Source: an optimization exercise on an open RTL-to-GDS flow (aim: small area, a short achievable clock period and few clock cycles). Production flows keep margins and buffers that such runs may drop. In this exercise RTL edits were held to simulation tests only and were not proved equivalent to the original. No activity file was given, so power comes from the tool's default toggle rates.

$ cat flow/run.sh
#!/bin/bash
# synth_recipe.tcl (not shown) runs the flow's synth.tcl, then flattens the netlist and writes it again
# the make line also repeats each setting of config.mk as NAME=value (left out here)
make -C /OpenROAD-flow-scripts/flow DESIGN_CONFIG=/design/flow/config.mk WORK_HOME=/design/flow/orfs CLKGATE_MAP_FILE= SYNTH_SCRIPT=/design/flow/synth_recipe.tcl finish
$ cat flow/constraint.sdc
create_clock -name core_clock -period 8.0 [get_ports {clk}]
set_input_delay 1.6000 -clock core_clock [delete_from_list [all_inputs] [get_ports {clk}]]
set_output_delay 1.6000 -clock core_clock [all_outputs]
set_load 0.01 [all_outputs]
$ cat flow/design.v
module avchrd (
    input  wire        clk,
    input  wire        rst,
    input  wire        we,
    input  wire [5:0]  waddr,
    input  wire [31:0] wdata,
    input  wire        cmd_valid,
    input  wire [2:0]  cmd,
    input  wire [5:0]  raddr,
    output reg  [31:0] rdata,
    output wire        busy,
    output wire [2:0]  err
);
    localparam [2:0] C_NOP = 3'd0, C_CLR = 3'd1, C_SER = 3'd2, C_DES = 3'd3,
                     C_RND = 3'd4, C_TOTXT = 3'd5, C_FROMTXT = 3'd6;
    localparam [2:0] E_NONE = 3'd0, E_UNDERFLOW = 3'd1, E_MISSING = 3'd2,
                     E_MALFORMED = 3'd3, E_ILLEGAL = 3'd4;
    localparam [1:0] A_ABSENT = 2'd0, A_OK = 2'd1, A_BAD = 2'd2;
    reg        rec_hmv, rec_ffr, rec_tpoc, rec_p2d;
    reg        rec_n_set, rec_k_set, rec_t_set;
    reg [31:0] rec_n, rec_k, rec_t;
    reg [7:0]  ibuf [0:15];
    reg [4:0]  ilen;
    reg [1:0]  ob_form;
    reg        ob_hmv, ob_ffr, ob_tpoc, ob_p2d;
    reg [31:0] ob_a, ob_k, ob_t;
    reg [1:0]  cons;
    reg [2:0]  err_r;
    reg [1:0]  attr_kind [0:6];
    reg        attr_bval [0:6];    
    reg [31:0] attr_ival [1:3];    
    reg        tq_valid;           
    reg        tq_h1, tq_clk, tq_tick, tq_flg;    
    reg [3:0]  tq_pay;             
    reg        tq_c;               
    reg [4:0]  tq_xlen;            
    reg [2:0]  tq_xoff;            
    reg [7:0]  tq [2:15];
    assign busy = 1'b0;
    assign err  = err_r;
    wire acc = cmd_valid;
    wire hwe = we;
    wire        d_ip = ibuf[0][0];
    wire        d_c  = ibuf[1][7];
    wire [7:0]  d_fb = !d_ip ? ibuf[1] : (d_c ? ibuf[14] : ibuf[6]);
    wire [31:0] d_w2 = {ibuf[2], ibuf[3], ibuf[4], ibuf[5]};
    wire [31:0] d_w6 = {ibuf[6], ibuf[7], ibuf[8], ibuf[9]};
    wire [31:0] d_wa = {ibuf[10], ibuf[11], ibuf[12], ibuf[13]};
    wire        d_ok = !d_ip ? (ilen >= 5'd2) :
                       (d_c ? (ilen >= 5'd15) : (ilen >= 5'd7));
    wire       r_h1   = (ilen >= 5'd1);
    wire       r_clk  = d_ip & d_c & (ilen >= 5'd10);
    wire       r_tick = d_ip & (d_c ? (ilen >= 5'd14) : (ilen >= 5'd6));
    wire       r_flg  = !d_ip ? (ilen >= 5'd2) :
                        (d_c ? (ilen >= 5'd15) : (ilen >= 5'd7));
    wire [7:0] r_fb   = d_fb;
    reg  [4:0] r_bp;
    always @* begin
        if (ilen == 5'd0)      r_bp = 5'd0;
        else if (ilen == 5'd1) r_bp = 5'd1;
        else if (!d_ip)        r_bp = 5'd2;
        else if (d_c)          r_bp = (ilen < 5'd10) ? 5'd2 :
                                      (ilen < 5'd14) ? 5'd10 :
                                      (ilen == 5'd14) ? 5'd14 : 5'd15;
        else                   r_bp = (ilen < 5'd6) ? 5'd2 :
                                      (ilen == 5'd6) ? 5'd6 : 5'd7;
    end
    reg [2:0] ft_err;
    integer s;
    always @* begin
        ft_err = E_NONE;
        for (s = 6; s >= 0; s = s - 1) begin
            if (s == 1 || s == 2 || s == 3) begin
                if (attr_kind[s] == A_BAD) ft_err = E_MALFORMED;
            end else begin
                if (attr_kind[s] == A_ABSENT) ft_err = E_MISSING;
                else if (attr_kind[s] != A_OK) ft_err = E_MALFORMED;
            end
        end
    end
    integer i;
    always @(posedge clk) begin
        if (rst) begin
            rec_hmv <= 1'b0; rec_ffr <= 1'b0; rec_tpoc <= 1'b0; rec_p2d <= 1'b0;
            rec_n_set <= 1'b0; rec_k_set <= 1'b0; rec_t_set <= 1'b0;
            ilen <= 5'd0;
            ob_form <= 2'd0;
            cons <= 2'd0;
            err_r <= E_NONE;
            for (i = 0; i < 7; i = i + 1) attr_kind[i] <= A_ABSENT;
            tq_valid <= 1'b0;
            tq_h1 <= 1'b0; tq_clk <= 1'b0; tq_tick <= 1'b0; tq_flg <= 1'b0;
            tq_pay <= 4'd0;
            tq_xlen <= 5'd0;
        end else begin
            if (hwe) begin
                case (waddr)
                    6'h00: rec_hmv  <= wdata[0];
                    6'h01: rec_ffr  <= wdata[0];
                    6'h02: rec_tpoc <= wdata[0];
                    6'h03: rec_p2d  <= wdata[0];
                    6'h04: begin rec_n <= wdata; rec_n_set <= 1'b1; end
                    6'h05: begin rec_k <= wdata; rec_k_set <= 1'b1; end
                    6'h06: begin rec_t <= wdata; rec_t_set <= 1'b1; end
                    6'h07: begin
                        if (wdata[0]) rec_n_set <= 1'b0;
                        if (wdata[1]) rec_k_set <= 1'b0;
                        if (wdata[2]) rec_t_set <= 1'b0;
                    end
                    6'h08: ilen <= wdata[4:0];
                    6'h10, 6'h11, 6'h12, 6'h13, 6'h14, 6'h15, 6'h16: begin
                        attr_kind[waddr[2:0]] <= wdata[1:0];
                        attr_bval[waddr[2:0]] <= wdata[2];
                    end
                    6'h19: attr_ival[1] <= wdata;
                    6'h1A: attr_ival[2] <= wdata;
                    6'h1B: attr_ival[3] <= wdata;
                    default: begin
                        if (waddr[5:4] == 2'b11) ibuf[waddr[3:0]] <= wdata[7:0];
                    end
                endcase
            end
            if (acc) begin
                case (cmd)
                    C_NOP: err_r <= E_NONE;
                    C_CLR: begin
                        rec_hmv <= 1'b0; rec_ffr <= 1'b0;
                        rec_tpoc <= 1'b0; rec_p2d <= 1'b0;
                        rec_n_set <= 1'b0; rec_k_set <= 1'b0; rec_t_set <= 1'b0;
                        err_r <= E_NONE;
                    end
                    C_SER: begin
                        ob_form <= !rec_t_set ? 2'd1 : ((rec_n_set & rec_k_set) ? 2'd3 : 2'd2);
                        ob_hmv <= rec_hmv; ob_ffr <= rec_ffr;
                        ob_tpoc <= rec_tpoc; ob_p2d <= rec_p2d;
                        ob_a <= (rec_n_set & rec_k_set) ? rec_n : rec_t;
                        ob_k <= rec_k;
                        ob_t <= rec_t;
                        err_r <= E_NONE;
                    end
                    C_DES: begin
                        rec_hmv  <= ibuf[0][7];
                        rec_ffr  <= d_fb[7];
                        rec_tpoc <= d_fb[6];
                        rec_p2d  <= d_fb[5];
                        rec_n_set <= d_ip & d_c;
                        rec_k_set <= d_ip & d_c;
                        rec_t_set <= d_ip;
                        rec_n <= d_w2;
                        rec_k <= d_w6;
                        rec_t <= d_c ? d_wa : d_w2;
                        cons <= !d_ip ? 2'd1 : (d_c ? 2'd3 : 2'd2);
                        err_r <= d_ok ? E_NONE : E_UNDERFLOW;
                    end
                    C_RND: begin
                        tq_valid <= 1'b1;
                        tq_h1 <= r_h1; tq_clk <= r_clk;
                        tq_tick <= r_tick; tq_flg <= r_flg;
                        tq_pay <= {r_flg & r_fb[5], r_flg & r_fb[6],
                                   r_flg & r_fb[7], r_h1 & ibuf[0][7]};
                        tq_c <= d_c;
                        tq_xlen <= ilen - r_bp;
                        tq_xoff <= {r_bp == 5'd15, r_bp == 5'd10, r_bp == 5'd7};
                        for (i = 2; i < 16; i = i + 1) tq[i] <= ibuf[i];
                        err_r <= E_NONE;
                    end
                    C_TOTXT: begin
                        attr_kind[0] <= A_OK; attr_bval[0] <= rec_hmv;
                        attr_kind[4] <= A_OK; attr_bval[4] <= rec_ffr;
                        attr_kind[5] <= A_OK; attr_bval[5] <= rec_tpoc;
                        attr_kind[6] <= A_OK; attr_bval[6] <= rec_p2d;
                        attr_kind[1] <= rec_n_set ? A_OK : A_ABSENT;
                        attr_kind[2] <= rec_k_set ? A_OK : A_ABSENT;
                        attr_kind[3] <= rec_t_set ? A_OK : A_ABSENT;
                        attr_ival[1] <= rec_n;
                        attr_ival[2] <= rec_k;
                        attr_ival[3] <= rec_t;
                        err_r <= E_NONE;
                    end
                    C_FROMTXT: begin
                        rec_hmv  <= attr_bval[0];
                        rec_ffr  <= attr_bval[4];
                        rec_tpoc <= attr_bval[5];
                        rec_p2d  <= attr_bval[6];
                        rec_n_set <= (attr_kind[1] == A_OK);
                        rec_k_set <= (attr_kind[2] == A_OK);
                        rec_t_set <= (attr_kind[3] == A_OK);
                        rec_n <= attr_ival[1];
                        rec_k <= attr_ival[2];
                        rec_t <= attr_ival[3];
                        err_r <= ft_err;
                    end
                    default: err_r <= E_ILLEGAL;
                endcase
            end
        end
    end
    wire        ob_w0 = (ob_form == 2'd1);
    wire        ob_w1 = (ob_form == 2'd2);
    wire        ob_w2 = (ob_form == 2'd3);
    wire        ob_ip = ob_form[1];
    wire [7:0]  ob_fb = {ob_ffr, ob_tpoc, ob_p2d, 5'h1F};
    wire [7:0]  ob0 = (ob_form != 2'd0) ? {ob_hmv, 6'h3F, ob_ip} : 8'd0;
    wire [7:0]  ob1 = ob_w0 ? ob_fb : (ob_w1 ? 8'h7F : (ob_w2 ? 8'hFF : 8'd0));
    wire [31:0] ob_word0 = {ob0, ob1, ob_ip ? ob_a[31:16] : 16'd0};
    wire [31:0] ob_word1 = {ob_ip ? ob_a[15:0] : 16'd0,
                            ob_w1 ? ob_fb : (ob_w2 ? ob_k[31:24] : 8'd0),
                            ob_w2 ? ob_k[23:16] : 8'd0};
    wire [31:0] ob_word2 = ob_w2 ? {ob_k[15:0], ob_t[31:16]} : 32'd0;
    wire [31:0] ob_word3 = ob_w2 ? {ob_t[15:0], ob_fb, 8'd0} : 32'd0;
    wire [3:0]  olen = ob_w0 ? 4'd2 : (ob_w1 ? 4'd7 : (ob_w2 ? 4'd15 : 4'd0));
    wire [3:0]  consumed = (cons == 2'd1) ? 4'd2 : ((cons == 2'd2) ? 4'd7 :
                           ((cons == 2'd3) ? 4'd15 : 4'd0));
    reg  [7:0] xb [0:15];
    integer j;
    always @* begin
        for (j = 0; j < 16; j = j + 1) begin
            xb[j] = 8'd0;
            if (j < 14) begin
                if (tq_xoff[2]) begin
                    if (j == 0) xb[j] = tq[15];
                end else if (tq_xoff[1]) begin
                    if (j < 6) xb[j] = tq[10 + j];
                end else if (tq_xoff[0]) begin
                    if (j < 9) xb[j] = tq[7 + j];
                end else begin
                    xb[j] = tq[2 + j];
                end
                if (j >= tq_xlen) xb[j] = 8'd0;
            end
        end
    end
    wire [6:0] t_mask = {tq_valid, tq_flg, tq_flg, tq_flg, tq_tick, tq_clk, tq_h1};
    wire [5:0] t_pay  = {tq_pay[3:1], 2'b00, tq_pay[0]};
    wire [31:0] t_n = tq_clk ? {tq[2], tq[3], tq[4], tq[5]} : 32'd0;
    wire [31:0] t_k = tq_clk ? {tq[6], tq[7], tq[8], tq[9]} : 32'd0;
    wire [31:0] t_t = !tq_tick ? 32'd0 :
                      (tq_c ? {tq[10], tq[11], tq[12], tq[13]} : {tq[2], tq[3], tq[4], tq[5]});
    always @* begin
        rdata = 32'd0;
        case (raddr)
            6'h00: rdata = {31'd0, rec_hmv};
            6'h01: rdata = {31'd0, rec_ffr};
            6'h02: rdata = {31'd0, rec_tpoc};
            6'h03: rdata = {31'd0, rec_p2d};
            6'h04: rdata = rec_n_set ? rec_n : 32'd0;
            6'h05: rdata = rec_k_set ? rec_k : 32'd0;
            6'h06: rdata = rec_t_set ? rec_t : 32'd0;
            6'h07: rdata = {29'd0, rec_t_set, rec_k_set, rec_n_set};
            6'h08: rdata = {27'd0, ilen};
            6'h09: rdata = {28'd0, olen};
            6'h0A: rdata = {28'd0, consumed};
            6'h0C: rdata = ob_word0;
            6'h0D: rdata = ob_word1;
            6'h0E: rdata = ob_word2;
            6'h0F: rdata = ob_word3;
            6'h10, 6'h11, 6'h12, 6'h13, 6'h14, 6'h15, 6'h16: begin
                rdata[1:0] = attr_kind[raddr[2:0]];
                if (raddr[2:0] == 3'd0 || raddr[2:0] >= 3'd4)
                    rdata[2] = (attr_kind[raddr[2:0]] == A_OK) && attr_bval[raddr[2:0]];
            end
            6'h19: rdata = (attr_kind[1] == A_OK) ? attr_ival[1] : 32'd0;
            6'h1A: rdata = (attr_kind[2] == A_OK) ? attr_ival[2] : 32'd0;
            6'h1B: rdata = (attr_kind[3] == A_OK) ? attr_ival[3] : 32'd0;
            6'h20: rdata = {25'd0, t_mask};
            6'h21: rdata = {26'd0, t_pay};
            6'h22: rdata = t_n;
            6'h23: rdata = t_k;
            6'h24: rdata = t_t;
            6'h25: rdata = {27'd0, tq_xlen};
            6'h28: rdata = {xb[0],  xb[1],  xb[2],  xb[3]};
            6'h29: rdata = {xb[4],  xb[5],  xb[6],  xb[7]};
            6'h2A: rdata = {xb[8],  xb[9],  xb[10], xb[11]};
            6'h2B: rdata = {xb[12], xb[13], xb[14], xb[15]};
            default: begin
                if (raddr[5:4] == 2'b11) rdata = {24'd0, ibuf[raddr[3:0]]};
            end
        endcase
    end
endmodule
$ cat flow/config.mk
export PLATFORM = sky130hd
export DESIGN_NAME = avchrd
export DESIGN_NICKNAME = avchrd
export VERILOG_FILES = /design/flow/design.v
export SDC_FILE = /design/flow/constraint.sdc
export NUM_CORES = 4
export LEC_CHECK = 0
export ABC_CLOCK_PERIOD_IN_PS = 4500
export CAP_MARGIN = 40
export CELL_PAD_IN_SITES_DETAIL_PLACEMENT = 1
export CELL_PAD_IN_SITES_GLOBAL_PLACEMENT = 2
export CORE_MARGIN = 2
export CORE_UTILIZATION = 30
export SETUP_SLACK_MARGIN = 3.5
export SLEW_MARGIN = 40
==> run summary, run 1 <==
Final hold violations: 0
Vias in the first global route: 26.3k
Max clock buf depth: 3
Cells after Synth: 2559
R2r setup slk: 4.55 ns
DRT antenna net count: 0
Predominant post-synthesis flop cell: edfxtp_1
Largest fanout on the critical path: 9
Crit path arrival time: 3.83 ns
CTS tree: done
Nets@finish: 2867
Pre-antenna DRT Iters: 8
Tightest Pin Transition: 0.961 ns
Setup-failing EPs final: 0
Outcome: finished clean
Total track usage: 31.3%
PwrDens: 192 nW/um2
Fin. max-slew vios: 0
Area of the mapped netlist: 31400 um2
CTS root buf: clkbuf_16
Top-count cell post-synth: edfxtp_1
DRC Markers: 0
Hold_sp: ibuf[14][0]$_DFFE_PP_
Layout cells sized above 1: 26.0%
Area of the core: 104000 um2
Setup TNS: 0 ns
Highest clock rate: 0.184 GHz
Startpoint Class: input port
Clock edge transition at the registers on the reported setup and hold paths: 0.06 ns
First-pass GRT wire length: 231 mm
Top cell type's share of synthesized area: 53.3%
Slew Limit Headroom: 35.8%
CP Capture Type: output pin
Largest net degree at the start of global routing: 114
Worst Hold End: tq[14][0]$_DFFE_PP_
Wire per inst: 40.1 um
Yosys top cell by area: edfxtp_1
Final Cycle Share: 67.9%
Pleak: 0.0136 uW
HPWL after DPL: 113 mm
Required @ worst endpoint: 6.40 ns
Area contributors post-synth: edfxtp_1, mux2i_1, a22oi_1
Ys async rst share: 0%
Die W: 327 um
Synthesized area per cell: 12.3 um2
Routed wire length: 171 mm
RR Startpoint: ibuf[1][7]$_DFFE_PP_
# clock sinks: 590
Num CTS Buffers: 75
Number of I/O port buffers: 85
Worst hold path depth: 0
Worst r2r dst: tq_xlen[4]$_SDFFE_PP0P_
Commonest cells in the netlist: edfxtp_1, mux2i_1, nor2_1
Worst Skew: 0.0293 ns
Worst r2r path cells: 14
Seq cells post-synth: 590
VDD IR max: 0.000131 V
Die H: 327 um
RePlAce Congestion: 0.976
Synth cell types: 90
Final min period: 5.43 ns
Power Total: 7700 uW
Clock latency (worst-skew pair): 0.67 ns
Row cnt: 118
Gr ovfl total: 0
EDFF count, synth: 557
Top Ports: 87
Seq/Total Area, Yosys: 55.4%
Hold_buf cts: 0
Worst Hold Class: reg -> reg
Drt initial violations: 3702
Initial antenna violation count: 12
Die area: 107000 um2
CP Class: in -> out
H-tree depth: 3
Vias: 26.9k
Unrepaired setup endpoints after global routing: true
Initial Utilization: 30.3%
MaxCap Viol Count: 0
Synthesis-to-finish area growth: 27.6%
Vias per cell: 6.31
Ys Warns: 4
cells by family after synthesis:
family                     synth area share, %
AOI/OAI and AO/OA                         15.9
xor gates and xnor gates                0.0838
adders and majority gates                0.223
buffers and inverters                     3.24
DFF                                       55.4
muxes                                     15.6
other                                   0.0120
and+or+nand+nor                           9.44
worst max-delay path: stages:
cell and delay, ns:
buf_16 0.15, buf_12 0.13, nor4bb_4 0.04, buf_4 0.16
buf_4 0.13, buf_8 0.16, a222oi_1 0.51, nor2_2 0.16
a211oi_2 0.17, nand4_1 0.32, buf_2 0.27
worst max path at each step:
stage / cells past startpoint / endpoint / slack (ns) / from
floorplan: 3 / ob_a[0]$_DFFE_PP_ / 1.90 / rst
global placement: 7 / rdata[9] / 0.86 / raddr[4]
detailed placement: 7 / rdata[25] / 1.33 / raddr[5]
CTS: 7 / rdata[3] / 2.58 / raddr[0]
global route: 10 / rdata[25] / 2.60 / raddr[0]
finish: 11 / rdata[13] / 2.57 / raddr[0]
stage by stage:
stage	cells	area [um2]	hold slack, ns	setup WS, ns	util [%]
floorplan	2562	32100	0.421	1.90	-
global placement	3916	34400	0.428	0.857	33.2
detailed placement	3928	34600	0.434	1.33	33.4
CTS	4232	39700	0.447	2.58	38.3
global route	4250	40000	0.458	2.60	38.6
finish	4256	40000	0.443	2.57	38.6
routing by layer:
| layer | share of wire, % | GRT usage [%] | vias up |
|---|---|---|---|
| met5 | 0.0041 | 0 | - |
| met4 | 5.9 | 15.8 | 2 |
| met3 | 9.3 | 5.76 | 362 |
| met2 | 43 | 46.6 | 1672 |
| met1 | 41 | 43.5 | 14000 |
| li1 | - | - | 10800 |
power breakdown:
| part | leakage [uW] | internal (uW) | switching [uW] | total [uW] |
|---|---|---|---|---|
| registers | 0.00547 | 3500 | 150 | 3650 |
| clock network | 0.00117 | 2010 | 1440 | 3450 |
| logic | 0.00701 | 241 | 360 | 600 |
| total | 0.0136 | 5750 | 1950 | 7700 |
layout make-up:
cell class | count | area, um2
Fill cell | 10900 | 63600
Multi-Input combinational cell | 1746 | 14400
Timing Repair Buffer | 379 | 4010
Antenna cell | 6 | 15.0
Clock buffer | 101 | 2030
Inverter | 19 | 86.3
Sequential cell | 590 | 17400
Tap cell | 1380 | 1730
Clock inverter | 35 | 385
flip-flops by register name, indices dropped and copies added (netlist names), 2 cells and up:
signal     flops
ob_a          32
rec_n         32
attr_kind     16
tq_xoff        3
attr_ival     96
ob_form        2
ob_k          32
ilen           5
rec_t         32
ob_t          32
attr_bval      5
tq           112
ibuf         128
rec_k         32
tq_pay         4
cons           2
err_r          3
tq_xlen        5
repair_timing:
| action | in CTS | in global routing |
|---|---|---|
| cloned | 17 | 0 |
| endpoints found under the hold margin | 0 | 0 |
| setup endpoints to repair | 32 | 71 |
| buffers inserted | 151 | 18 |
| resized for setup | 356 | 41 |
| pin swaps | 93 | 40 |
layout by cell type (no fill, tap or decap), types with 15 or more instances in the layout:
cell type and n:
o21ai_0 109, buf_12 35, mux2_2 50, clkdlybuf4s50_1 43
nand2b_1 18, a22oi_1 112, nor3_1 15, buf_4 190
a21oi_1 134, o211ai_1 16, mux2i_1 335, mux4_2 41
edfxtp_1 557, nor2_1 163, buf_2 23, nand3_1 53
a222oi_1 21, clkbuf_16 77, a22o_1 38, nand4_1 25
and2_4 17, buf_6 53, inv_1 15, o2bb2ai_1 19
buf_16 16, dfxtp_1 33, clkbuf_1 23, nand2_1 152
a22oi_2 26, o221ai_1 38
Testbench counts, summed over its fixed seeds: cycles 46,172.
==> run 2, diff against run 1 <==
==> flow/config.mk (replaced) <==
export PLATFORM = sky130hd
export DESIGN_NAME = avchrd
export DESIGN_NICKNAME = avchrd
export VERILOG_FILES = /design/flow/design.v
export SDC_FILE = /design/flow/constraint.sdc
export NUM_CORES = 4
export LEC_CHECK = 0
export ABC_CLOCK_PERIOD_IN_PS = 4000
export CAP_MARGIN = 40
export CELL_PAD_IN_SITES_DETAIL_PLACEMENT = 1
export CELL_PAD_IN_SITES_GLOBAL_PLACEMENT = 2
export CORE_MARGIN = 2
export CORE_UTILIZATION = 30
export SETUP_SLACK_MARGIN = 4.0
export SLEW_MARGIN = 40
==> run summary, run 2 <==
Outcome: finished clean
Synth cell types: 90 (unchanged)
Nets@finish: 2915 (+1.7%)
Die H: 327 um (unchanged)
Routed wire length: 172 mm (+0.69%)
Post-placement cell count: 3923 (-0.13%)
CP Capture Type: output pin
Highest clock rate: 0.180 GHz (-2.1%)
Top-count cell post-synth: edfxtp_1
DRC Markers: 0 (unchanged)
Unrepaired setup endpoints after global routing: true
Gr ovfl total: 0 (unchanged)
Fin area: 40800 um2 (+1.9%)
Largest register FFs: 128 (unchanged)
Pre-antenna DRT Iters: 6 (-2)
VDD IR max: 0.000142 V (+7.9%)
Synthesis-to-finish area growth: 30.0%
Pleak: 0.0140 uW (+2.8%)
Top sig layer: met5
Vias per cell: 6.35 (+0.66%)
Power share of the sequential group: 48.6% (+1.2 points)
Drt initial violations: 3634 (-1.8%)
Most frequent cells in the layout: edfxtp_1, mux2i_1, buf_4, nor2_1, nand2_1
Clock latency (worst-skew pair): 0.66 ns (about the same)
Commonest cells in the netlist: edfxtp_1, mux2i_1, nor2_1
Row cnt: 118 (unchanged)
Vias in the first global route: 26.9k (+2.4%)
Total track usage: 31.3% (about the same)
RePlAce Congestion: 0.937 (-4.0%)
Initial antenna violation count: 11 (-1)
CP Class: in -> out
Ys async rst share: 0% (unchanged)
Switching Share: 25.4% (+0.14 points)
Seq cells post-synth: 590 (unchanged)
Largest fanout on the critical path: 8 (-1)
Crit-path slowest cell: a222oi_1
Leading cell type in the layout, fill and taps excluded: edfxtp_1
Vias: 27.3k (+1.7%)
WL met1: 69.9 mm (-1.1%)
# clock sinks: 590 (unchanged)
Setup-failing EPs final: 0 (unchanged)
Crit path arrival time: 3.95 ns (+0.12 ns)
Seq/Total Area, Yosys: 55.4% (unchanged)
P_int: 5590 uW (-2.8%)
EDFF count, synth: 557 (unchanged)
Top Ports: 87 (unchanged)
Worst Skew: 0.0312 ns (+0.00190 ns)
Area of placed instances: 34500 um2 (-0.27%)
Largest net degree at the start of global routing: 73 (-36%)
Yosys top cell by area: edfxtp_1
Clock network power share: 42.9% (-1.9 points)
Area of the mapped netlist: 31400 um2 (unchanged)
Die W: 327 um (unchanged)
WL met2: 76.6 mm (+3.6%)
Hold_buf cts: 0 (unchanged)
Cells after Synth: 2559 (unchanged)
Tightest Pin Transition: 0.844 ns (-0.117 ns)
Worst setup path start: raddr[2]
DRT antenna net count: 0 (unchanged)
Synthesized area per cell: 12.3 um2 (unchanged)
Area of the core: 104000 um2 (unchanged)
Layout cells sized above 1: 27.9% (+1.8 points)
Area contributors post-synth: edfxtp_1, mux2i_1, a22oi_1
PwrDens: 184 nW/um2 (-4.4%)
H-tree depth: 3 (unchanged)
Ys Warns: 4 (unchanged)
Fin. max-slew vios: 0 (unchanged)
RR Startpoint: ibuf[1][7]$_DFFE_PP_
Power Total: 7500 uW (-2.6%)
Predominant post-synthesis flop cell: edfxtp_1
Slew Limit Headroom: 43.5% (+7.7 points)
Setup TNS: 0 ns (unchanged)
Initial Utilization: 30.3% (unchanged)
Worst Hold Class: reg -> reg
Top cell type's share of synthesized area: 53.3% (unchanged)
HPWL after DPL: 109 mm (-3.5%)
MaxCap Viol Count: 0 (unchanged)
Hold_sp: ibuf[14][1]$_DFFE_PP_
PnR worst setup slack: 2.45 ns (-0.115 ns)
Critical path, cell by cell: buf_16 > buf_16 > and3b_2 > and2_4 > a222oi_1 > o2111a_1 > nand4_1 > buf_2
Number of I/O port buffers: 85 (unchanged)
Num CTS Buffers: 72 (-4.0%)
CTS tree: done
Final min period: 5.55 ns (+0.115 ns)
Wire per inst: 39.9 um (-0.32%)
Final hold violations: 0 (unchanged)
CTS root buf: clkbuf_16
P_sw: 1910 uW (-2.1%)
Cell mode on critical path: buf_16
Final Cycle Share: 69.3% (+1.4 points)
Clock edge transition at the registers on the reported setup and hold paths: 0.06 ns (about the same)
Startpoint Class: input port
Met3 Routed Length: 14.8 mm (-6.6%)
First-pass GRT wire length: 232 mm (+0.34%)
Combinational fraction of design power: 8.5% (+0.7 points)
Die area: 107000 um2 (unchanged)
Setup WS pre-CTS: 0.981 ns (-0.350 ns)
Required @ worst endpoint: 6.40 ns (about the same)
Non-Filler Instances: 4299 (+1.0%)
Slowest stage delay, CP: 0.48 ns (-0.03 ns)
Max clock buf depth: 3 (unchanged)
run 2: changes by cell type in the layout (fill, tap and decap cells not counted), sizes merged, moves of 3 or more:
cell	change
buf	+51
clkinv	+5
bufinv	-3
clkdlybuf4s15	-3
clkdlybuf4s50	-3
clkinvlp	-3
run 2: worst paths after layout:
path                                           endpoint  slack, ns  cells past startpoint
worst min-delay path                tq[14][1]$_DFFE_PP_       0.44                      0
worst max-delay path                           rdata[6]       2.45                      8
worst min register to register      tq[14][1]$_DFFE_PP_       0.44                      0
worst max register to register  tq_xlen[4]$_SDFFE_PP0P_       5.15                     13
run 2: layout make-up:
type	instances	area [um2]
antenna	4	10.0
multi-input combinational	1748	14600
tap	1380	1730
timing repair buffer	428	4730
clock inverter	32	300
fill	10800	62900
clock buffer	98	1930
sequential	590	17400
inverter	19	76.3
run 2: worst max-delay path, delay by kind of cell:
family	cells	cell delay, ns
compound gates	2	0.76
buf+inv	3	0.60
simple gates	3	0.96
run 2: power by group through the flow:
stage                     combinational (uW)  clock [uW]  sequential (uW)
after global placement                   484           0             3690
after global routing                     666        3360             3650
final                                    637        3220             3640
after detailed placement                 503           0             3700
after CTS                                609        3250             3640
after floorplan                          302           0             3630
run 2: logic make-up (layout without fill, tap and decap cells):
kind of cell,Yosys count,in the layout,synth area share [%]
AO/OA/AOI/OAI,700,700,15.9
AND/OR/NAND/NOR,594,604,9.44
flip-flops,590,590,55.4
multiplexers,432,432,15.6
buffers and inverters,234,577,3.24
adder cells (fa/ha/maj),5,5,0.223
XOR/XNOR,3,3,0.0838
other,1,8,0.0120
run 2: what timing repair did:
| action | CTS | global route |
|---|---|---|
| pin swaps | 113 | 84 |
| setup endpoints to repair | 211 | 247 |
| setup buffers | 183 | 35 |
| cloned | 19 | 3 |
| gates resized for setup | 384 | 90 |
run 2: per-stage QoR:
stage	util (%)	hold WS, ns
6_report	39.3	0.445
5_1_grt	39.3	0.456
4_1_cts	38.5	0.446
3_5_place_dp	33.3	0.433
3_3_place_gp	33.1	0.426
2_1_floorplan	-	0.421
run 2: metal layers:
metal,track usage (%),up-vias
li1,-,10900
met1,41.6,14400
met2,48.4,1635
met3,5.55,415
met4,17.1,4
met5,0,-
==> run 3, diff against run 2 <==
--- a/flow/design.v
+++ b/flow/design.v
@@ -236,45 +236,110 @@
     wire [31:0] t_k = tq_clk ? {tq[6], tq[7], tq[8], tq[9]} : 32'd0;
     wire [31:0] t_t = !tq_tick ? 32'd0 :
                       (tq_c ? {tq[10], tq[11], tq[12], tq[13]} : {tq[2], tq[3], tq[4], tq[5]});
+    wire [63:0] rsel = 64'd1 << raddr;
+    wire [31:0] rv_00 = {31'd0, rec_hmv};
+    wire [31:0] rv_01 = {31'd0, rec_ffr};
+    wire [31:0] rv_02 = {31'd0, rec_tpoc};
+    wire [31:0] rv_03 = {31'd0, rec_p2d};
+    wire [31:0] rv_04 = rec_n_set ? rec_n : 32'd0;
+    wire [31:0] rv_05 = rec_k_set ? rec_k : 32'd0;
+    wire [31:0] rv_06 = rec_t_set ? rec_t : 32'd0;
+    wire [31:0] rv_07 = {29'd0, rec_t_set, rec_k_set, rec_n_set};
+    wire [31:0] rv_08 = {27'd0, ilen};
+    wire [31:0] rv_09 = {28'd0, olen};
+    wire [31:0] rv_0a = {28'd0, consumed};
+    wire [31:0] rv_0c = ob_word0;
+    wire [31:0] rv_0d = ob_word1;
+    wire [31:0] rv_0e = ob_word2;
+    wire [31:0] rv_0f = ob_word3;
+    wire [31:0] rv_10 = {29'd0, (attr_kind[0] == A_OK) & attr_bval[0], attr_kind[0]};
+    wire [31:0] rv_11 = {30'd0, attr_kind[1]};
+    wire [31:0] rv_12 = {30'd0, attr_kind[2]};
+    wire [31:0] rv_13 = {30'd0, attr_kind[3]};
+    wire [31:0] rv_14 = {29'd0, (attr_kind[4] == A_OK) & attr_bval[4], attr_kind[4]};
+    wire [31:0] rv_15 = {29'd0, (attr_kind[5] == A_OK) & attr_bval[5], attr_kind[5]};
+    wire [31:0] rv_16 = {29'd0, (attr_kind[6] == A_OK) & attr_bval[6], attr_kind[6]};
+    wire [31:0] rv_19 = (attr_kind[1] == A_OK) ? attr_ival[1] : 32'd0;
+    wire [31:0] rv_1a = (attr_kind[2] == A_OK) ? attr_ival[2] : 32'd0;
+    wire [31:0] rv_1b = (attr_kind[3] == A_OK) ? attr_ival[3] : 32'd0;
+    wire [31:0] rv_20 = {25'd0, t_mask};
+    wire [31:0] rv_21 = {26'd0, t_pay};
+    wire [31:0] rv_22 = t_n;
+    wire [31:0] rv_23 = t_k;
+    wire [31:0] rv_24 = t_t;
+    wire [31:0] rv_25 = {27'd0, tq_xlen};
+    wire [31:0] rv_28 = {xb[0],  xb[1],  xb[2],  xb[3]};
+    wire [31:0] rv_29 = {xb[4],  xb[5],  xb[6],  xb[7]};
+    wire [31:0] rv_2a = {xb[8],  xb[9],  xb[10], xb[11]};
+    wire [31:0] rv_2b = {xb[12], xb[13], xb[14], xb[15]};
+    wire [31:0] rv_30 = {24'd0, ibuf[0]};
+    wire [31:0] rv_31 = {24'd0, ibuf[1]};
+    wire [31:0] rv_32 = {24'd0, ibuf[2]};
+    wire [31:0] rv_33 = {24'd0, ibuf[3]};
+    wire [31:0] rv_34 = {24'd0, ibuf[4]};
+    wire [31:0] rv_35 = {24'd0, ibuf[5]};
+    wire [31:0] rv_36 = {24'd0, ibuf[6]};
+    wire [31:0] rv_37 = {24'd0, ibuf[7]};
+    wire [31:0] rv_38 = {24'd0, ibuf[8]};
+    wire [31:0] rv_39 = {24'd0, ibuf[9]};
+    wire [31:0] rv_3a = {24'd0, ibuf[10]};
+    wire [31:0] rv_3b = {24'd0, ibuf[11]};
+    wire [31:0] rv_3c = {24'd0, ibuf[12]};
+    wire [31:0] rv_3d = {24'd0, ibuf[13]};
+    wire [31:0] rv_3e = {24'd0, ibuf[14]};
+    wire [31:0] rv_3f = {24'd0, ibuf[15]};
     always @* begin
         rdata = 32'd0;
-        case (raddr)
-            6'h00: rdata = {31'd0, rec_hmv};
-            6'h01: rdata = {31'd0, rec_ffr};
-            6'h02: rdata = {31'd0, rec_tpoc};
-            6'h03: rdata = {31'd0, rec_p2d};
-            6'h04: rdata = rec_n_set ? rec_n : 32'd0;
-            6'h05: rdata = rec_k_set ? rec_k : 32'd0;
-            6'h06: rdata = rec_t_set ? rec_t : 32'd0;
-            6'h07: rdata = {29'd0, rec_t_set, rec_k_set, rec_n_set};
-            6'h08: rdata = {27'd0, ilen};
-            6'h09: rdata = {28'd0, olen};
-            6'h0A: rdata = {28'd0, consumed};
-            6'h0C: rdata = ob_word0;
-            6'h0D: rdata = ob_word1;
-            6'h0E: rdata = ob_word2;
-            6'h0F: rdata = ob_word3;
-            6'h10, 6'h11, 6'h12, 6'h13, 6'h14, 6'h15, 6'h16: begin
-                rdata[1:0] = attr_kind[raddr[2:0]];
-                if (raddr[2:0] == 3'd0 || raddr[2:0] >= 3'd4)
-                    rdata[2] = (attr_kind[raddr[2:0]] == A_OK) && attr_bval[raddr[2:0]];
-            end
-            6'h19: rdata = (attr_kind[1] == A_OK) ? attr_ival[1] : 32'd0;
-            6'h1A: rdata = (attr_kind[2] == A_OK) ? attr_ival[2] : 32'd0;
-            6'h1B: rdata = (attr_kind[3] == A_OK) ? attr_ival[3] : 32'd0;
-            6'h20: rdata = {25'd0, t_mask};
-            6'h21: rdata = {26'd0, t_pay};
-            6'h22: rdata = t_n;
-            6'h23: rdata = t_k;
-            6'h24: rdata = t_t;
-            6'h25: rdata = {27'd0, tq_xlen};
-            6'h28: rdata = {xb[0],  xb[1],  xb[2],  xb[3]};
-            6'h29: rdata = {xb[4],  xb[5],  xb[6],  xb[7]};
-            6'h2A: rdata = {xb[8],  xb[9],  xb[10], xb[11]};
-            6'h2B: rdata = {xb[12], xb[13], xb[14], xb[15]};
-            default: begin
-                if (raddr[5:4] == 2'b11) rdata = {24'd0, ibuf[raddr[3:0]]};
-            end
-        endcase
+        rdata = rdata | ({32{rsel[0]}} & rv_00);
+        rdata = rdata | ({32{rsel[1]}} & rv_01);
+        rdata = rdata | ({32{rsel[2]}} & rv_02);
+        rdata = rdata | ({32{rsel[3]}} & rv_03);
+        rdata = rdata | ({32{rsel[4]}} & rv_04);
+        rdata = rdata | ({32{rsel[5]}} & rv_05);
+        rdata = rdata | ({32{rsel[6]}} & rv_06);
+        rdata = rdata | ({32{rsel[7]}} & rv_07);
+        rdata = rdata | ({32{rsel[8]}} & rv_08);
+        rdata = rdata | ({32{rsel[9]}} & rv_09);
+        rdata = rdata | ({32{rsel[10]}} & rv_0a);
+        rdata = rdata | ({32{rsel[12]}} & rv_0c);
+        rdata = rdata | ({32{rsel[13]}} & rv_0d);
+        rdata = rdata | ({32{rsel[14]}} & rv_0e);
+        rdata = rdata | ({32{rsel[15]}} & rv_0f);
+        rdata = rdata | ({32{rsel[16]}} & rv_10);
+        rdata = rdata | ({32{rsel[17]}} & rv_11);
+        rdata = rdata | ({32{rsel[18]}} & rv_12);
+        rdata = rdata | ({32{rsel[19]}} & rv_13);
+        rdata = rdata | ({32{rsel[20]}} & rv_14);
+        rdata = rdata | ({32{rsel[21]}} & rv_15);
+        rdata = rdata | ({32{rsel[22]}} & rv_16);
+        rdata = rdata | ({32{rsel[25]}} & rv_19);
+        rdata = rdata | ({32{rsel[26]}} & rv_1a);
+        rdata = rdata | ({32{rsel[27]}} & rv_1b);
+        rdata = rdata | ({32{rsel[32]}} & rv_20);
+        rdata = rdata | ({32{rsel[33]}} & rv_21);
+        rdata = rdata | ({32{rsel[34]}} & rv_22);
+        rdata = rdata | ({32{rsel[35]}} & rv_23);
+        rdata = rdata | ({32{rsel[36]}} & rv_24);
+        rdata = rdata | ({32{rsel[37]}} & rv_25);
+        rdata = rdata | ({32{rsel[40]}} & rv_28);
+        rdata = rdata | ({32{rsel[41]}} & rv_29);
+        rdata = rdata | ({32{rsel[42]}} & rv_2a);
+        rdata = rdata | ({32{rsel[43]}} & rv_2b);
+        rdata = rdata | ({32{rsel[48]}} & rv_30);
+        rdata = rdata | ({32{rsel[49]}} & rv_31);
+        rdata = rdata | ({32{rsel[50]}} & rv_32);
+        rdata = rdata | ({32{rsel[51]}} & rv_33);
+        rdata = rdata | ({32{rsel[52]}} & rv_34);
+        rdata = rdata | ({32{rsel[53]}} & rv_35);
+        rdata = rdata | ({32{rsel[54]}} & rv_36);
+        rdata = rdata | ({32{rsel[55]}} & rv_37);
+        rdata = rdata | ({32{rsel[56]}} & rv_38);
+        rdata = rdata | ({32{rsel[57]}} & rv_39);
+        rdata = rdata | ({32{rsel[58]}} & rv_3a);
+        rdata = rdata | ({32{rsel[59]}} & rv_3b);
+        rdata = rdata | ({32{rsel[60]}} & rv_3c);
+        rdata = rdata | ({32{rsel[61]}} & rv_3d);
+        rdata = rdata | ({32{rsel[62]}} & rv_3e);
+        rdata = rdata | ({32{rsel[63]}} & rv_3f);
     end
 endmodule
==> flow/config.mk (replaced) <==
export PLATFORM = sky130hd
export DESIGN_NAME = avchrd
export DESIGN_NICKNAME = avchrd
export VERILOG_FILES = /design/flow/design.v
export SDC_FILE = /design/flow/constraint.sdc
export NUM_CORES = 4
export LEC_CHECK = 0
export CAP_MARGIN = 20
export CELL_PAD_IN_SITES_DETAIL_PLACEMENT = 1
export CELL_PAD_IN_SITES_GLOBAL_PLACEMENT = 2
export CORE_MARGIN = 2
export CORE_UTILIZATION = 45
export SETUP_SLACK_MARGIN = 2.5
export SLEW_MARGIN = 20
==> run summary, run 3 <==
Outcome: finished clean
Clock edge transition at the registers on the reported setup and hold paths: 0.06 ns (about the same)
Fin. max-slew vios: 0 (unchanged)
Fillers: 6795 (-37%)
Final hold violations: 0 (unchanged)
Num CTS Buffers: 69 (-4.2%)
CTS root buf: clkbuf_16
Layout cells sized above 1: 18.7% (-9.1 points)
CTS tree: done
Tightest Pin Transition: 1.21 ns (+0.368 ns)
FF/Latch Area: 17300 um2 (-0.52%)
Final min period: 5.69 ns (+0.140 ns)
Number of I/O port buffers: 85 (unchanged)
Power Total: 7450 uW (-0.65%)
Row cnt: 95 (-19%)
Vias: 27.5k (+0.61%)
Commonest cells in the netlist: edfxtp_1, mux2i_1, nand2_1
Critical path, cell by cell: buf_12 > buf_12 > nor2_2 > buf_4 > and3_4 > buf_4 > a222oi_1 > and3_1 > nand4b_1 > clkdlybuf4s50_1
Seq/Total Area, Yosys: 56.4% (+0.99 points)
Unrepaired setup endpoints after global routing: true
Routed wire length: 164 mm (-4.7%)
Max clock buf depth: 3 (unchanged)
Slew Limit Headroom: 18.9% (-25 points)
Hold_buf cts: 0 (unchanged)
Worst r2r dst: tq_xlen[4]$_SDFFE_PP0P_
DRT antenna net count: 0 (unchanged)
Die W: 265 um (-19%)
Non-Filler Instances: 3692 (-14%)
Crit path arrival time: 4.09 ns (+0.14 ns)
Final Cycle Share: 71.1% (+1.8 points)
Initial antenna violation count: 6 (-5)
Cells after Synth: 2608 (+1.9%)
Required @ worst endpoint: 6.40 ns (about the same)
Yosys top cell by area: edfxtp_1
Initial Utilization: 45.6% (+15 points)
Crit-path slowest cell: clkdlybuf4s50_1
Area of the core: 67300 um2 (-35%)
DRC Markers: 0 (unchanged)
PwrDens: 203 nW/um2 (+10%)
Setup-failing EPs final: 0 (unchanged)
MaxCap Viol Count: 0 (unchanged)
Synth cell types: 80 (-11%)
Largest fanout on the critical path: 19 (+11)
CP Class: in -> out
Worst Skew: 0.0357 ns (+0.00449 ns)
Synthesized area per cell: 11.8 um2 (-4.1%)
Die area: 70200 um2 (-34%)
Drt initial violations: 5144 (+42%)
# clock sinks: 587 (-0.51%)
Seq cells post-synth: 587 (-0.51%)
RR Startpoint: ibuf[1][7]$_DFFE_PP_
Worst Hold Class: reg -> reg
Vias per cell: 7.44 (+17%)
RePlAce Congestion: 1.06 (+13%)
Startpoint Class: input port
Setup TNS: 0 ns (unchanged)
H-tree depth: 3 (unchanged)
Highest clock rate: 0.176 GHz (-2.5%)
Pre-antenna DRT Iters: 20 (+14)
Top Ports: 87 (unchanged)
Die H: 265 um (-19%)
EDFF count, synth: 554 (-0.54%)
Post-placement cell count: 3484 (-11%)
First-pass GRT wire length: 222 mm (-4.4%)
CP Capture Type: output pin
Pleak: 0.0125 uW (-11%)
Clock latency (worst-skew pair): 0.65 ns (about the same)
HPWL after DPL: 114 mm (+4.0%)
Worst r2r path cells: 10 (-3)
VDD IR max: 0.000167 V (+18%)
Largest register FFs: 128 (unchanged)
Predominant post-synthesis flop cell: edfxtp_1
Most frequent cells in the layout: edfxtp_1, mux2i_1, nand2_1, o21ai_0, a22oi_1
Worst Hold End: tq[14][1]$_DFFE_PP_
Hold_sp: ibuf[14][1]$_DFFE_PP_
Leading cell type in the layout, fill and taps excluded: edfxtp_1
R2r setup slk: 5.20 ns (+0.05 ns)
Multi-input logic area: 13200 um2 (-9.6%)
Total track usage: 45.9% (+15 points)
Top-count cell post-synth: edfxtp_1
Gr ovfl total: 0 (unchanged)
Area of the mapped netlist: 30600 um2 (-2.3%)
Nets@finish: 2820 (-3.3%)
Slowest stage delay, CP: 0.54 ns (+0.06 ns)
Top cell type's share of synthesized area: 54.3% (+0.94 points)
Worst hold path depth: 0 (unchanged)
Area contributors post-synth: edfxtp_1, mux2i_1, a22oi_1
Largest net degree at the start of global routing: 143 (+96%)
Wire per inst: 44.3 um (+11%)
Ys async rst share: 0% (unchanged)
Synthesis-to-finish area growth: 19.8%
Vias in the first global route: 26.4k (-1.9%)
Ys Warns: 4 (unchanged)
==> run 3: cell types whose count changed in the layout (fill, tap and decap cells not counted), moves of 46 or more <==
| cell | delta |
|---|---|
| a21oi_1 | -62 |
| buf_6 | -59 |
| buf_4 | -46 |
| o21ai_0 | +92 |
| a22oi_1 | +55 |
| nand2_1 | +103 |
==> run 3: layout make-up <==
| class | count | share of cell area, % |
|---|---|---|
| Antenna cell | 2 | 0.0136 |
| Clock buffer | 90 | 5.14 |
| Clock inverter | 34 | 1.18 |
| Inverter | 16 | 0.174 |
| Multi-Input combinational cell | 1806 | 35.9 |
| Sequential cell | 587 | 47.1 |
| Tap cell | 873 | 2.97 |
| Timing Repair Buffer | 284 | 7.47 |
==> run 3: timing repair <==
action	in CTS	in global routing
pin swaps	36	43
setup endpoints to repair	32	26
setup buffers	38	39
resized for setup	237	76
gates cloned	3	2
==> run 3: metrics by stage <==
stage          hold slack, ns  setup WS, ns  instance area [um2]  util (%)
6_report                0.463          2.31                36700      54.6
5_1_grt                 0.484          2.36                36700      54.6
4_1_cts                 0.461          2.33                36200      53.8
3_5_place_dp            0.453          1.04                32800      48.8
3_3_place_gp            0.440          1.06                32800      48.8
2_1_floorplan           0.424          2.22                30700         -
==> run 3: how the worst max path moves through the flow <==
stage	depth (start not counted)	slack (ns)	start	end
finish	10	2.31	raddr[4]	rdata[19]
global route	11	2.36	raddr[2]	rdata[19]
CTS	9	2.33	raddr[1]	rdata[19]
detailed placement	9	1.04	raddr[3]	rdata[7]
global placement	9	1.06	raddr[3]	rdata[7]
floorplan	2	2.22	rst	ob_a[0]$_DFFE_PP_
==> run 3: cells by family (layout without fill, tap and decap cells) <==
logic type,Yosys count,after routing,synth area share (%)
AO/OA/AOI/OAI,732,732,16.5
AND/OR/NAND/NOR,666,667,10.5
flip-flops,587,587,56.4
multiplexers,397,397,13.2
buffers and inverters,216,424,3.00
adder cells (fa/ha/maj),6,6,0.261
XOR/XNOR,3,3,0.0857
other,1,3,0.0122
==> run 3: report_power, final <==
part | switching, uW | total (uW) | internal [uW]
logic | 315 | 496 | 181
registers | 152 | 3640 | 3480
clock network | 1430 | 3320 | 1880
==> run 3: worst max-delay path: cells and delay by family <==
family / cells / cell delay, ns
AOI/OAI and AO/OA: 1 / 0.47
and+or+nand+nor: 4 / 0.73
buffers and inverters: 5 / 1.25
==> run 3: metal layers <==
layer  GRT usage (%)  vias to the layer above  wire length [um]
met3            13.7                      527             21700
li1                -                    10600                 -
met4            25.0                        2             11000
met1            61.3                    14000             61600
met5               0                        -                10
met2            67.0                     2291             69400
Testbench counts of run 3, summed over its fixed seeds: cycles 46,172.
==> run 4, diff against run 3 <==
==> flow/flow/run.sh (new file) <==
#!/bin/bash
# Standard layout, with sizing not limited to cells of the same footprint and
# the port buffers made of a plain buffer cell instead of a delay buffer.
set -euo pipefail
bash standard.sh MATCH_CELL_FOOTPRINT=0 \
    "BUFFER_PORTS_ARGS=-buffer_cell sky130_fd_sc_hd__buf_4" \
    finish > standard.log 2>&1
==> flow/standard.sh (new file) <==
#!/bin/bash
# synth_recipe.tcl (not shown) runs the flow's synth.tcl, then flattens the netlist and writes it again
# the make line also repeats each setting of config.mk as NAME=value (left out here)
make -C /OpenROAD-flow-scripts/flow DESIGN_CONFIG=/design/flow/config.mk WORK_HOME=/design/flow/orfs CLKGATE_MAP_FILE= SYNTH_SCRIPT=/design/flow/synth_recipe.tcl "${@:-finish}"
removed: flow/run.sh
==> run summary, run 4 <==
Outcome: finished clean
P_sw: 1850 uW (-2.8%)
Ys Warns: 4 (unchanged)
Number of I/O port buffers: 85 (unchanged)
Area of the mapped netlist: 30600 um2 (unchanged)
Initial antenna violation count: 8 (+2)
Vias per cell: 7.48 (+0.46%)
Drt initial violations: 4664 (-9.3%)
Largest fanout on the critical path: 38 (+19)
Setup WS pre-CTS: 1.25 ns (+0.203 ns)
Vias: 27.1k (-1.5%)
Setup-failing EPs final: 0 (unchanged)
Switching Share: 25.6% (+0.10 points)
MaxCap Viol Count: 0 (unchanged)
P_int: 5370 uW (-3.3%)
Pleak: 0.0118 uW (-5.3%)
Clock edge transition at the registers on the reported setup and hold paths: 0.06 ns (about the same)
Wire per inst: 44.6 um (+0.76%)
Vias in the first global route: 26.0k (-1.6%)
Nets@finish: 2737 (-2.9%)
EDFF count, synth: 554 (unchanged)
Commonest cells in the netlist: edfxtp_1, mux2i_1, nand2_1
Top-count cell post-synth: edfxtp_1
Final min period: 5.56 ns (-0.124 ns)
R2r setup slk: 5.09 ns (-0.11 ns)
Synthesis-to-finish area growth: 15.7%
Routed wire length: 162 mm (-1.2%)
Fraction of the mapped netlist area in adder cells: 0.261% (unchanged)
Final Cycle Share: 69.6% (-1.5 points)
Mux contribution to synthesized area: 13.2% (unchanged)
Highest clock rate: 0.180 GHz (+2.2%)
Setup TNS: 0 ns (unchanged)
Fraction of the mapped netlist area in simple logic gates: 10.5% (unchanged)
Multi-input logic area: 13000 um2 (-1.3%)
Worst r2r dst: tq_xlen[4]$_SDFFE_PP0P_
CTS root buf: clkbuf_16
Worst Hold End: tq[15][7]$_DFFE_PP_
Area of the core: 67300 um2 (unchanged)
Predominant post-synthesis flop cell: edfxtp_1
Die W: 265 um (unchanged)
Most frequent cells in the layout: edfxtp_1, mux2i_1, nand2_1, o21ai_0, a22oi_1
DRT antenna net count: 0 (unchanged)
Combinational fraction of design power: 6.4% (-0.3 points)
Layout Utilization: 52.7% (-1.9 points)
Fin. max-slew vios: 0 (unchanged)
DRC Markers: 0 (unchanged)
Initial Utilization: 45.6% (unchanged)
Layout cells sized above 1: 16.9% (-1.8 points)
Tightest Pin Transition: 1.28 ns (+0.0712 ns)
CTS tree: done
Die H: 265 um (unchanged)
Required @ worst endpoint: 6.40 ns (about the same)
Die area: 70200 um2 (unchanged)
HPWL after DPL: 109 mm (-3.8%)
Startpoint Class: input port
Seq/Total Area, Yosys: 56.4% (unchanged)
Xor/xnor share of the synthesized area: 0.0857% (unchanged)
Gr ovfl total: 0 (unchanged)
Seq cells post-synth: 587 (unchanged)
Hold_sp: ibuf[15][7]$_DFFE_PP_
Clock network power share: 43.2% (-1.3 points)
CP Capture Type: output pin
Row cnt: 95 (unchanged)
Pre-antenna DRT Iters: 8 (-60%)
RePlAce Congestion: 1.03 (-2.0%)
Power share of the sequential group: 50.4% (+1.6 points)
Worst hold path depth: 0 (unchanged)
Clock latency (worst-skew pair): 0.64 ns (about the same)
Largest family of logic cells by synthesized area: compound AO/OA/AOI/OAI gates
Compound-gate portion of the synthesized area: 16.5% (unchanged)
Worst Hold Class: reg -> reg
Unrepaired setup endpoints after global routing: false
Top cell type's share of synthesized area: 54.3% (unchanged)
VDD IR max: 0.000160 V (-4.6%)
Synthesized area per cell: 11.8 um2 (unchanged)
Slew Limit Headroom: 14.4% (-4.5 points)
Ys async rst share: 0% (unchanged)
Yosys top cell by area: edfxtp_1
Leading cell type in the layout, fill and taps excluded: edfxtp_1
RR Startpoint: ibuf[1][7]$_DFFE_PP_
Largest register FFs: 128 (unchanged)
First-pass GRT wire length: 219 mm (-1.6%)
Cells after Synth: 2608 (unchanged)
PnR worst setup slack: 2.44 ns (+0.124 ns)
Hold_buf cts: 0 (unchanged)
Largest net degree at the start of global routing: 91 (-36%)
Worst r2r path cells: 11 (+1)
Top Ports: 87 (unchanged)
# clock sinks: 587 (unchanged)
Crit path arrival time: 3.96 ns (-0.13 ns)
Fillers: 6893 (+1.4%)
Synth cell types: 80 (unchanged)
Total track usage: 45.2% (-0.73 points)
Final hold violations: 0 (unchanged)
Num CTS Buffers: 68 (-1.4%)
Area contributors post-synth: edfxtp_1, mux2i_1, a22oi_1
Max clock buf depth: 3 (unchanged)
Worst Skew: 0.0218 ns (-0.0138 ns)
PwrDens: 204 nW/um2 (+0.32%)
H-tree depth: 3 (unchanged)
FF/Latch Area: 17300 um2 (unchanged)
CP Class: in -> out
[run 4: cell counts after synthesis]
Identical to the previous run, type by type.
[run 4: repair_timing]
item                       CTS  global route
cloned                       2             3
setup buffers               21            18
pin swaps                   10            20
setup endpoints to repair   32            22
gates resized for setup     99            45
[run 4: layout make-up]
cell class	count	share of cell area, %
timing repair buffer	202	5.09
clock inverter	35	0.886
antenna	9	0.0635
inverter	16	0.180
tap	873	3.08
clock buffer	91	5.16
multi-input combinational	1806	36.7
sequential	587	48.8
[run 4: worst max-delay path by stage]
stage,from,end,slack (ns),cells past startpoint
after floorplan,rst,ob_a[0]$_DFFE_PP_,2.22,2
after global placement,raddr[0],rdata[28],1.24,9
after detailed placement,raddr[0],rdata[7],1.25,9
after CTS,raddr[2],rdata[7],2.49,8
after global routing,raddr[0],rdata[2],2.50,9
final,raddr[1],rdata[7],2.44,10
[run 4: metal layers]
layer / up-vias / global-route usage, % / wire (um)
li1: 10500 / - / -
met1: 13700 / 61.1 / 61100
met2: 2315 / 64.8 / 67200
met3: 509 / 12.5 / 22000
met4: 6 / 26.8 / 11300
met5: - / 0 / 34
[run 4: logic make-up after synthesis]
kind of cell	after synthesis
AO/OA/AOI/OAI	732
XOR/XNOR	3
adder cells (fa/ha/maj)	6
buffers and inverters	216
flip-flops	587
multiplexers	397
other	1
AND/OR/NAND/NOR	666
[run 4: worst max-delay path: stages]
cell and delay (ns):
buf_12 0.21, nor4bb_1 0.62, buf_4 0.27, nor2b_4 0.22, buf_12 0.18, a22oi_1 0.13
nand4_1 0.16, nor3_1 0.07, nand4_1 0.26, buf_4 0.19
[run 4: power groups by stage]
stage	Clock (uW)	Combinational (uW)	Sequential, uW
final	3110	462	3640
after global routing	3210	484	3640
after CTS	3110	437	3630
after detailed placement	0	419	3690
after global placement	0	401	3690
after floorplan	0	241	3610
[run 4: per-stage QoR]
step	hold slack, ns	cells	power, uW	cell area (um2)
floorplan	0.424	2608	3850	30700
global placement	0.442	3439	4090	32200
detailed placement	0.446	3439	4110	32200
CTS	0.460	3588	7170	35000
global route	0.482	3611	7330	35400
finish	0.465	3619	7210	35400
==> run 5, diff against run 4 <==
--- a/flow/config.mk
+++ b/flow/config.mk
@@ -10,5 +10,5 @@
 export CELL_PAD_IN_SITES_GLOBAL_PLACEMENT = 2
 export CORE_MARGIN = 2
 export CORE_UTILIZATION = 45
-export SETUP_SLACK_MARGIN = 2.5
+export SETUP_SLACK_MARGIN = 3.3
 export SLEW_MARGIN = 20
==> run summary, run 5 <==
Outcome: finished clean
PwrDens: 189 nW/um2 (-7.1%)
Worst hold path depth: 0 (unchanged)
# clock sinks: 587 (unchanged)
Power Total: 7220 uW (+0.10%)
Crit path arrival time: 3.83 ns (-0.13 ns)
First-pass GRT wire length: 226 mm (+3.6%)
Most frequent cells in the layout: edfxtp_1, mux2i_1, nand2_1, buf_4, o21ai_0
Layout cells sized above 1: 25.2% (+8.3 points)
Worst Hold End: tq[14][2]$_DFFE_PP_
Worst Skew: 0.0206 ns (-0.00120 ns)
Area contributors post-synth: edfxtp_1, mux2i_1, a22oi_1
HPWL after DPL: 111 mm (+1.3%)
Initial Utilization: 45.6% (unchanged)
Vias: 28.3k (+4.5%)
Synthesis-to-finish area growth: 24.6%
DRC Markers: 0 (unchanged)
Seq/Total Area, Yosys: 56.4% (unchanged)
R2r setup slk: 4.65 ns (-0.44 ns)
Nets@finish: 2882 (+5.3%)
Die H: 265 um (unchanged)
Pleak: 0.0131 uW (+11%)
Cells after Synth: 2608 (unchanged)
Largest net degree at the start of global routing: 131 (+44%)
Highest clock rate: 0.184 GHz (+2.5%)
Die W: 265 um (unchanged)
Die area: 70200 um2 (unchanged)
Setup-failing EPs final: 0 (unchanged)
Clock edge transition at the registers on the reported setup and hold paths: 0.06 ns (about the same)
Largest fanout on the critical path: 7 (-82%)
Wire per inst: 44.9 um (+0.57%)
Initial antenna violation count: 15 (+7)
Final hold violations: 0 (unchanged)
Top-count cell post-synth: edfxtp_1
Seq cells post-synth: 587 (unchanged)
Setup TNS: 0 ns (unchanged)
Yosys top cell by area: edfxtp_1
Routed wire length: 168 mm (+4.2%)
Drt initial violations: 5009 (+7.4%)
CTS root buf: clkbuf_16
Max clock buf depth: 3 (unchanged)
Num CTS Buffers: 69 (+1.5%)
Synth cell types: 80 (unchanged)
Top Ports: 87 (unchanged)
Largest register FFs: 128 (unchanged)
Gr ovfl total: 0 (unchanged)
Tightest Pin Transition: 1.23 ns (-0.0541 ns)
Final min period: 5.43 ns (-0.137 ns)
CP Class: in -> out
Startpoint Class: input port
H-tree depth: 3 (unchanged)
Synthesized area per cell: 11.8 um2 (unchanged)
Hold_buf cts: 0 (unchanged)
Critical path, cell by cell: buf_16 > nor4bb_4 > and4_4 > buf_12 > clkbuf_16 > a222oi_1 > o2111a_1 > nand3_2 > buf_4
CTS tree: done
Vias per cell: 7.53 (+0.80%)
Slowest stage delay, CP: 0.74 ns (+0.12 ns)
Predominant post-synthesis flop cell: edfxtp_1
CP Capture Type: output pin
Total track usage: 46.9% (+1.7 points)
Final Cycle Share: 67.8% (-1.7 points)
Worst r2r dst: tq_xlen[4]$_SDFFE_PP0P_
Number of I/O port buffers: 85 (unchanged)
MaxCap Viol Count: 0 (unchanged)
Vias in the first global route: 27.2k (+4.5%)
RR Startpoint: ibuf[1][7]$_DFFE_PP_
Ys async rst share: 0% (unchanged)
Crit-path slowest cell: a222oi_1
EDFF count, synth: 554 (unchanged)
Hold_sp: ibuf[14][2]$_DFFE_PP_
Buffers plus inverters on the worst setup path: 4 (unchanged)
Commonest cells in the netlist: edfxtp_1, mux2i_1, nand2_1
Fin Hold WS: 0.458 ns (-0.00652 ns)
Clock latency (worst-skew pair): 0.64 ns (about the same)
Fin. max-slew vios: 0 (unchanged)
Leading cell type in the layout, fill and taps excluded: edfxtp_1
DRT antenna net count: 0 (unchanged)
Worst Hold Class: reg -> reg
Top cell type's share of synthesized area: 54.3% (unchanged)
Ys Warns: 4 (unchanged)
Pre-antenna DRT Iters: 9 (+1)
VDD IR max: 0.000158 V (-1.1%)
Area of the mapped netlist: 30600 um2 (unchanged)
Required @ worst endpoint: 6.40 ns (about the same)
Row cnt: 95 (unchanged)
Worst r2r path cells: 12 (+1)
RePlAce Congestion: 1.02 (-1.7%)
Area of the core: 67300 um2 (unchanged)
Crit path max-delay family: compound AO/OA/AOI/OAI gates
Slew Limit Headroom: 18.0% (+3.5 points)
Unrepaired setup endpoints after global routing: true
==> run 5: cell counts after synthesis <==
No cell type changed its count.
==> run 5: worst max path at each step <==
stage / cells past startpoint / end / startpoint
after global placement: 7 / rdata[9] / raddr[0]
after CTS: 9 / rdata[25] / raddr[4]
after detailed placement: 7 / rdata[9] / raddr[0]
final: 9 / rdata[9] / raddr[3]
after floorplan: 2 / ob_a[0]$_DFFE_PP_ / rst
after global routing: 9 / rdata[1] / raddr[3]
==> run 5: layout make-up <==
cell class,instances,area [um2]
multi-input cells,1807,13900
repair buffers,345,3760
clock buffers,86,1800
diodes,4,10.0
fillers,6684,29100
flip-flops and latches,587,17300
well taps,873,1090
inverters,16,63.8
clock inverters,33,267
==> run 5: worst register-to-register path: cells and delay by family (launching register included) <==
family	cells	cell delay, ns
adders and majority gates	2	0.67
xor gates and xnor gates	1	0.12
DFF	1	0.36
AOI/OAI and AO/OA	5	0.84
buffers and inverters	4	1.27
==> run 5: stage by stage <==
step	setup slack (ns)	utilization (%)	cell area (um2)	std cells
after detailed placement	1.41	48.2	32400	3432
after global placement	1.44	48.2	32400	3432
after floorplan	2.22	-	31100	2608
after CTS	2.71	55.4	37300	3698
final	2.57	56.8	38200	3751
after global routing	2.65	56.7	38200	3747
==> run 5: kinds of logic after synthesis <==
group                      count (synthesis)  share of synthesized area, %
xor gates and xnor gates                   3                        0.0857
adders and majority gates                  6                         0.261
other                                      1                        0.0122
buffers and inverters                    216                          3.00
and+or+nand+nor                          666                          10.5
AOI/OAI and AO/OA                        732                          16.5
muxes                                    397                          13.2
DFF                                      587                          56.4
==> run 5: power by group <==
part	switching (uW)	internal, uW
clock network	1380	1670
registers	161	3480
logic	326	198
==> run 5: timing repair <==
action / 4_1_cts / 5_1_grt
cloned: 20 / 3
endpoints found under the setup margin: 32 / 32
resized for setup: 269 / 72
pin swaps: 90 / 86
buffers inserted: 127 / 45
==> run 5: routing by layer <==
metal	up-vias	wire length, um	part of all wire [%]	GRT usage, %
met1	14200	61700	37	61.5
met4	24	13300	7.9	29.8
met2	2574	69700	41	66.9
li1	10800	-	-	-
met3	685	23500	14	15.2
met5	-	248	0.15	0
==> run 6, diff against run 5 <==
==> flow/flow/run.sh (replaced) <==
#!/bin/bash
# Standard layout, with sizing not limited to cells of the same footprint,
# the port buffers made of a plain buffer cell instead of a delay buffer, and
# a clock tree with larger sink clusters and no dummy loads.
set -euo pipefail
bash standard.sh MATCH_CELL_FOOTPRINT=0 \
    "BUFFER_PORTS_ARGS=-buffer_cell sky130_fd_sc_hd__buf_4" \
    "CTS_ARGS=-sink_clustering_enable -repair_clock_nets -dont_use_dummy_load -sink_clustering_size 30 -sink_clustering_max_diameter 100" \
    finish > standard.log 2>&1
--- a/flow/config.mk
+++ b/flow/config.mk
@@ -10,5 +10,5 @@
 export CELL_PAD_IN_SITES_GLOBAL_PLACEMENT = 2
 export CORE_MARGIN = 2
 export CORE_UTILIZATION = 45
-export SETUP_SLACK_MARGIN = 3.3
+export SETUP_SLACK_MARGIN = 2.5
 export SLEW_MARGIN = 20
==> run summary, run 6 <==
Number of I/O port buffers: 85 (unchanged)
Layout Utilization: 50.5% (-6.2 points)
Commonest cells in the netlist: edfxtp_1, mux2i_1, nand2_1
Top Ports: 87 (unchanged)
Setup-failing EPs final: 0 (unchanged)
VDD IR max: 0.000161 V (+1.6%)
CP Capture Type: output pin
Cells after Synth: 2608 (unchanged)
Area of the mapped netlist: 30600 um2 (unchanged)
Highest clock rate: 0.178 GHz (-3.5%)
MaxCap Viol Count: 0 (unchanged)
Required @ worst endpoint: 6.40 ns (about the same)
Ys async rst share: 0% (unchanged)
DRC Markers: 0 (unchanged)
# clock sinks: 587 (unchanged)
Synthesized area per cell: 11.8 um2 (unchanged)
RePlAce Congestion: 1.03 (+1.8%)
Unrepaired setup endpoints after global routing: true
Max clock buf depth: 3 (unchanged)
Worst Skew: 0.0511 ns (+0.0304 ns)
Outcome: finished clean
Top-count cell post-synth: edfxtp_1
Synthesis-to-finish area growth: 10.9%
Pre-antenna DRT Iters: 6 (-3)
Post-placement cell count: 3439 (+0.20%)
Most frequent cells in the layout: edfxtp_1, mux2i_1, nand2_1, o21ai_0, a22oi_1
Top cell type's share of synthesized area: 54.3% (unchanged)
Gr ovfl total: 0 (unchanged)
Vias: 26.5k (-6.3%)
EDFF count, synth: 554 (unchanged)
Setup WS pre-CTS: 1.25 ns (-0.165 ns)
Nets@finish: 2692 (-6.6%)
CP Class: reg -> out
Worst Hold Class: reg -> reg
Clock latency (worst-skew pair): 0.66 ns (+0.02 ns)
Final Cycle Share: 70.3% (+2.4 points)
Final hold violations: 0 (unchanged)
Num CTS Buffers: 29 (-58%)
Predominant post-synthesis flop cell: edfxtp_1
Fin. max-slew vios: 0 (unchanged)
Initial Utilization: 45.6% (unchanged)
Synth cell types: 80 (unchanged)
Vias per cell: 7.54 (about the same)
Wire per inst: 45.4 um (+1.1%)
Crit path arrival time: 4.02 ns (+0.19 ns)
R2r setup slk: 5.11 ns (+0.46 ns)
Die W: 265 um (unchanged)
Non-Filler Instances: 3514 (-6.3%)
Largest register FFs: 128 (unchanged)
Tightest Pin Transition: 1.30 ns (+0.0712 ns)
Total track usage: 44.5% (-2.4 points)
Seq/Total Area, Yosys: 56.4% (unchanged)
Die area: 70200 um2 (unchanged)
H-tree depth: 1 (-2)
Largest fanout on the critical path: 11 (+4)
Clock edge transition at the registers on the reported setup and hold paths: 0.12 ns (+0.06 ns)
CTS tree: done
Pleak: 0.0111 uW (-15%)
PwrDens: 170 nW/um2 (-10%)
HPWL after DPL: 109 mm (-1.2%)
Slew Limit Headroom: 13.3% (-4.7 points)
Startpoint Class: flip-flop
PnR worst setup slack: 2.38 ns (-0.195 ns)
First-pass GRT wire length: 216 mm (-4.6%)
Leading cell type in the layout, fill and taps excluded: edfxtp_1
Yosys top cell by area: edfxtp_1
Seq cells post-synth: 587 (unchanged)
Drt initial violations: 4719 (-5.8%)
Final min period: 5.62 ns (+0.195 ns)
DRT antenna net count: 0 (unchanged)
run 6: cell types whose count changed in the layout (fill, tap and decap cells not counted), sizes merged:
cell / before / now
clkbuf: 104 / 32
bufinv: 2 / 0
inv: 20 / 15
diode: 4 / 7
clkinvlp: 2 / 1
clkinv: 25 / 0
and2: 15 / 14
buf: 327 / 193
run 6: cells by family after synthesis:
kind of cell,after synthesis,share of synthesized area [%]
other,1,0.0122
muxes,397,13.2
AOI/OAI and AO/OA,732,16.5
xor gates and xnor gates,3,0.0857
and+or+nand+nor,666,10.5
DFF,587,56.4
adders and majority gates,6,0.261
buffers and inverters,216,3.00
run 6: area by class of cell:
class | instances | area (um2)
Multi-Input combinational cell | 1806 | 13000
Sequential cell | 587 | 17300
Antenna cell | 7 | 17.5
Fill cell | 6945 | 33300
Inverter | 16 | 63.8
Tap cell | 873 | 1090
Clock buffer | 29 | 726
Timing Repair Buffer | 196 | 1760
run 6: final timing paths:
| kind | startpoint | to | cells after the start |
|---|---|---|---|
| hold reg to reg | ibuf[14][0]$_DFFE_PP_ | tq[14][0]$_DFFE_PP_ | 0 |
| setup / recovery | tq_xoff[2]$_DFFE_PP_ | rdata[23] | 7 |
| setup reg to reg | ibuf[1][7]$_DFFE_PP_ | tq_xlen[4]$_SDFFE_PP0P_ | 11 |
| hold / removal | ibuf[14][0]$_DFFE_PP_ | tq[14][0]$_DFFE_PP_ | 0 |
run 6: layer usage:
layer,up-vias,track usage (%),wire [um]
li1,10300,-,-
met2,2273,64.4,66200
met5,-,0,34
met1,13400,60.8,60800
met4,6,24.2,11200
met3,458,12.2,21400
run 6: critical path, cell delays in order (launching register included):
cell and delay [ns]:
edfxtp_1 1.23, nor3b_2 0.28, nand3_2 0.47, o22ai_1 0.16
a221o_1 0.31, a2111oi_1 0.40, nand4_1 0.28, buf_4 0.23
run 6: power by group:
part           switching, uW  leakage, uW  internal, uW
logic                    303      0.00530           155
registers                153      0.00545          3480
clock network           1030     0.000357           647
run 6: what timing repair did:
item | in CTS | in global routing
endpoints found under the setup margin | 32 | 20
setup buffers | 21 | 14
gates cloned | 2 | 2
pin swaps | 10 | 18
hold buffers | 0 | 0
gates resized for setup | 100 | 42
run 6: through the flow:
stage	instance area [um2]	total power, uW	hold WS, ns
after floorplan	30700	3850	0.424
after global placement	32200	4090	0.442
after detailed placement	32200	4110	0.446
after CTS	33600	5720	0.426
after global routing	34000	5860	0.428
final	34000	5770	0.428
